From an optimization exercise on the open Yosys and OpenROAD flow, aimed at small area; shortcuts taken in it are not production practice.
RTL that was checked went through simulation tests only; none was proved equivalent to the original.
Power and IR drop assume default switching activity.

== green ==
Design psfc, start of the top module:
module psfc (
    input  logic        clk,
    input  logic        rst,
    input  logic [7:0]  bus_addr,
    input  logic        bus_wr,
    input  logic        bus_rd,
    input  logic [31:0] bus_wdata,
    output logic [31:0] bus_rdata,
    output logic        irq,
    output logic [7:0]  tx_data,
    output logic        tx_valid,
    input  logic        tx_ready,
    input  logic [7:0]  rx_data,
    input  logic        rx_valid,
    output logic        rx_ready,
    input  logic        lnk_err
);
    localparam logic [31:0] ID_VALUE = 32'h5053_0001;
    localparam logic [7:0]  SYNC     = 8'hAA;
    localparam logic [1:0] S_IDLE   = 2'd0;
    localparam logic [1:0] S_TX     = 2'd1;
    localparam logic [1:0] S_RX     = 2'd2;
    localparam logic [1:0] S_SETTLE = 2'd3;
    localparam logic [3:0] OP_ENC_RAW  = 4'h1;
    localparam logic [3:0] OP_ENC_NUM  = 4'h2;
    localparam logic [3:0] OP_DECODE   = 4'h3;
    localparam logic [3:0] OP_XFER     = 4'h4;
    localparam logic [3:0] OP_REMOTE   = 4'h5;
    localparam logic [3:0] OP_OUTPUT   = 4'h6;
    localparam logic [3:0] OP_SET_MAXV = 4'h7;
    localparam logic [3:0] OP_SET_IMAX = 4'h8;
    localparam logic [3:0] OP_STATUS   = 4'h9;
    localparam logic [3:0] OP_RAMP     = 4'hA;
    localparam logic [3:0] OP_VALIDATE = 4'hB;
    localparam logic [3:0] OP_UNPACK   = 4'hC;
    localparam logic [2:0] E_NONE     = 3'd0;
    localparam logic [2:0] E_ENCODING = 3'd1;
    localparam logic [2:0] E_FRAME    = 3'd2;
    localparam logic [2:0] E_COMM     = 3'd3;
    localparam logic [2:0] E_NACK     = 3'd4;
    localparam logic [2:0] E_ILLEGAL  = 3'd5;
    localparam logic [2:0] E_ARGUMENT = 3'd6;
    localparam logic [3:0] D_LEN       = 4'd1;
  ...
For scale: about 1,200 flip-flops, ~98 I/O pins, about 69,000 um^2 of cells after synthesis.
clock: 25.0 ns
lec_check: 0
cap_margin: 20
core_margin: 2
core_utilization: 33
cts_cluster_diameter: 80
cts_cluster_size: 15
place_density: 0.45
slew_margin: 20
run.sh (not shown) runs the stock make flow with config.mk's settings and CLKGATE_MAP_FILE= SYNTH_SCRIPT=/design/flow/synth_recipe.tcl, a recipe that flattens the netlist after the stock synthesis.
What orange does differently from green at the input level:
--- a/flow/design.v
+++ b/flow/design.v
@@ -397,30 +397,31 @@
     wire [31:0] lo32 = busy ? rs_w :
                        (c_op == OP_RAMP) ? rs_w :
                        (c_op == OP_STATUS) ? 32'd0 : arg;
     logic [175:0] bld_pay;
     always_comb begin
         for (int i = 0; i < 22; i++) begin
             if (i < 4)
-                bld_pay[8*i +: 8] = is_raw ? (paybuf[8*i +: 8] & {8{5'(i) < paylen}}) : lo32[8*i +: 8];
+                bld_pay[8*i +: 8] = (paybuf[8*i +: 8] & {8{is_raw && !rst && (5'(i) < paylen)}}) | lo32g[8*i +: 8];
             else
                 bld_pay[8*i +: 8] = paybuf[8*i +: 8] & {8{is_raw && !rst && (5'(i) < paylen)}};
         end
     end
+    wire [31:0] lo32g = lo32 & {32{do_build && !is_raw && !rst}};
     wire [4:0] bld_len = (!busy && c_op == OP_STATUS) ? 5'd0 : nbytes(lo32);
     wire        t_bld = do_build;
     logic [7:0] tsumo;
     always_comb begin
         tsumo = (t_bld ? SYNC : sbase)
               + (t_bld ? dev_addr : (nb0 | rx_add))
               + (t_bld ? op_sub : nb1)
-              + (t_bld ? bld_pay[7:0]   : nb2)
-              + (t_bld ? bld_pay[15:8]  : nb3)
-              + (t_bld ? bld_pay[23:16] : ob0)
-              + (t_bld ? bld_pay[31:24] : ob1)
+              + (bld_pay[7:0]   | (nb2 & {8{!t_bld}}))
+              + (bld_pay[15:8]  | (nb3 & {8{!t_bld}}))
+              + (bld_pay[23:16] | (ob0 & {8{!t_bld}}))
+              + (bld_pay[31:24] | (ob1 & {8{!t_bld}}))
               + (bld_pay[39:32] | (ob2  & {8{!t_bld}}))
               + (bld_pay[47:40] | (ob3  & {8{!t_bld}}))
               + (bld_pay[55:48] | (ocor & {8{!t_bld}}));
         for (int i = 7; i < 22; i++) tsumo = tsumo + bld_pay[8*i +: 8];
     end
     wire [7:0] bld_chk = tsumo;
     wire [7:0] snext   = tsumo;
@@ -498,15 +499,15 @@
             chk_rcv  <= ck_rcv;
             chk_ok   <= ck_eq;
         end
         if (rst || wr_tx || build_q) tsum <= tsumo & {8{nrst}};
         if (clr || wr_rx || rx_store) rsum <= snext & {8{!clr}};
     end
     wire [207:0] bld_frame = {bld_chk, bld_pay, op_sub, dev_addr, SYNC};
-    wire [207:0] bq_mask = {{8{build_q}}, 144'h0, {56{build_q}}} | {8'h0, {144{1'b1}}, 56'h0};
+    wire [207:0] bq_mask = {{8{build_q}}, 176'h0, {24{build_q}}} | {8'h0, {176{1'b1}}, 24'h0};
     genvar gk;
     generate
         for (gk = 0; gk < 7; gk++) begin : g_word
             localparam int W = (gk == 6) ? 16 : 32;
             wire tx_we = rst || build_q || (wr_tx && wa[2:0] == 3'(gk));
             always_ff @(posedge clk)
                 if (tx_we) txbuf[32*gk +: W] <= (bld_frame[32*gk +: W] & bq_mask[32*gk +: W]) | wzb[W-1:0];
@@ -518,15 +519,15 @@
                 if (rx_we) rxbuf[8*gk +: 8] <= rx_col[8*(gk % 4) +: 8];
         end
         for (gk = 0; gk < 6; gk++) begin : g_payword
             localparam int W = (gk == 5) ? 16 : 32;
             wire pb_we = rst || pay_q || (host_wr && wa == 6'h30 + 6'(gk));
             if (gk == 0) begin : g_lo
                 always_ff @(posedge clk)
-                    if (pb_we) paybuf[31:0] <= (lo32 & {32{pay_q}}) | wzp;
+                    if (pb_we) paybuf[31:0] <= lo32g | wzp;
             end else begin : g_hi
                 always_ff @(posedge clk)
                     if (pb_we) paybuf[32*gk +: W] <= wzp[W-1:0];
             end
         end
     endgenerate
     always_ff @(posedge clk) begin
### Flow results
- orange ran in full, but the layout does not pass; the checks complain about max-slew violations.
- Taking green as the reference, in orange synthesized cell count down about 1.5%; final core utilization flat; data arrival time at the worst-slack endpoint down 300 ps.
- The critical path depth reported for orange is greater than that of green by 8.
- Any difference in standard cell area after detailed placement between green and orange is small enough to ignore.
- Per the comparison of orange with green, count of multi-input combinational gates now smaller, synthesis-to-finish area growth now larger, total number of tap cells now smaller, share of final-layout standard cells stronger than drive strength 1 now larger, post-route worst setup slack now larger.
- Clock share of power in orange is 0.2 points lower than in green
- Looking at orange and green, the design area is a wash.
- For area of the core region, orange and green come out practically identical.
The RTL of green was laid out without a check of its function.

what the ideal ports hide:
No port has a modelled driver above. Below, the same layouts with a new extraction and two added sets of constraints.
Step 1 (the two cells are an assumption about what drives the block):
set clk [get_ports {clk}]
set_driving_cell -lib_cell sky130_fd_sc_hd__clkbuf_16 $clk
set_driving_cell -lib_cell sky130_fd_sc_hd__buf_2 [delete_from_list [all_inputs] $clk]
Step 2 moves the port delays by t, midway between the first and last clock arrival at a register: inputs arrive t later, outputs are due t later. That takes back most of the time a late clock gives input paths.
a / b / c = ideal ports / drivers / drivers and shift; a / b = the first two.
run | t, ns | setup slack, ns | slew at the worst register clock pin (ns)
green | 0.906 | 1.796 / 1.796 / 1.796 | 0.09 / 0.09
orange | 0.910 | 2.002 / 2.002 / 2.002 | 0.08 / 0.08
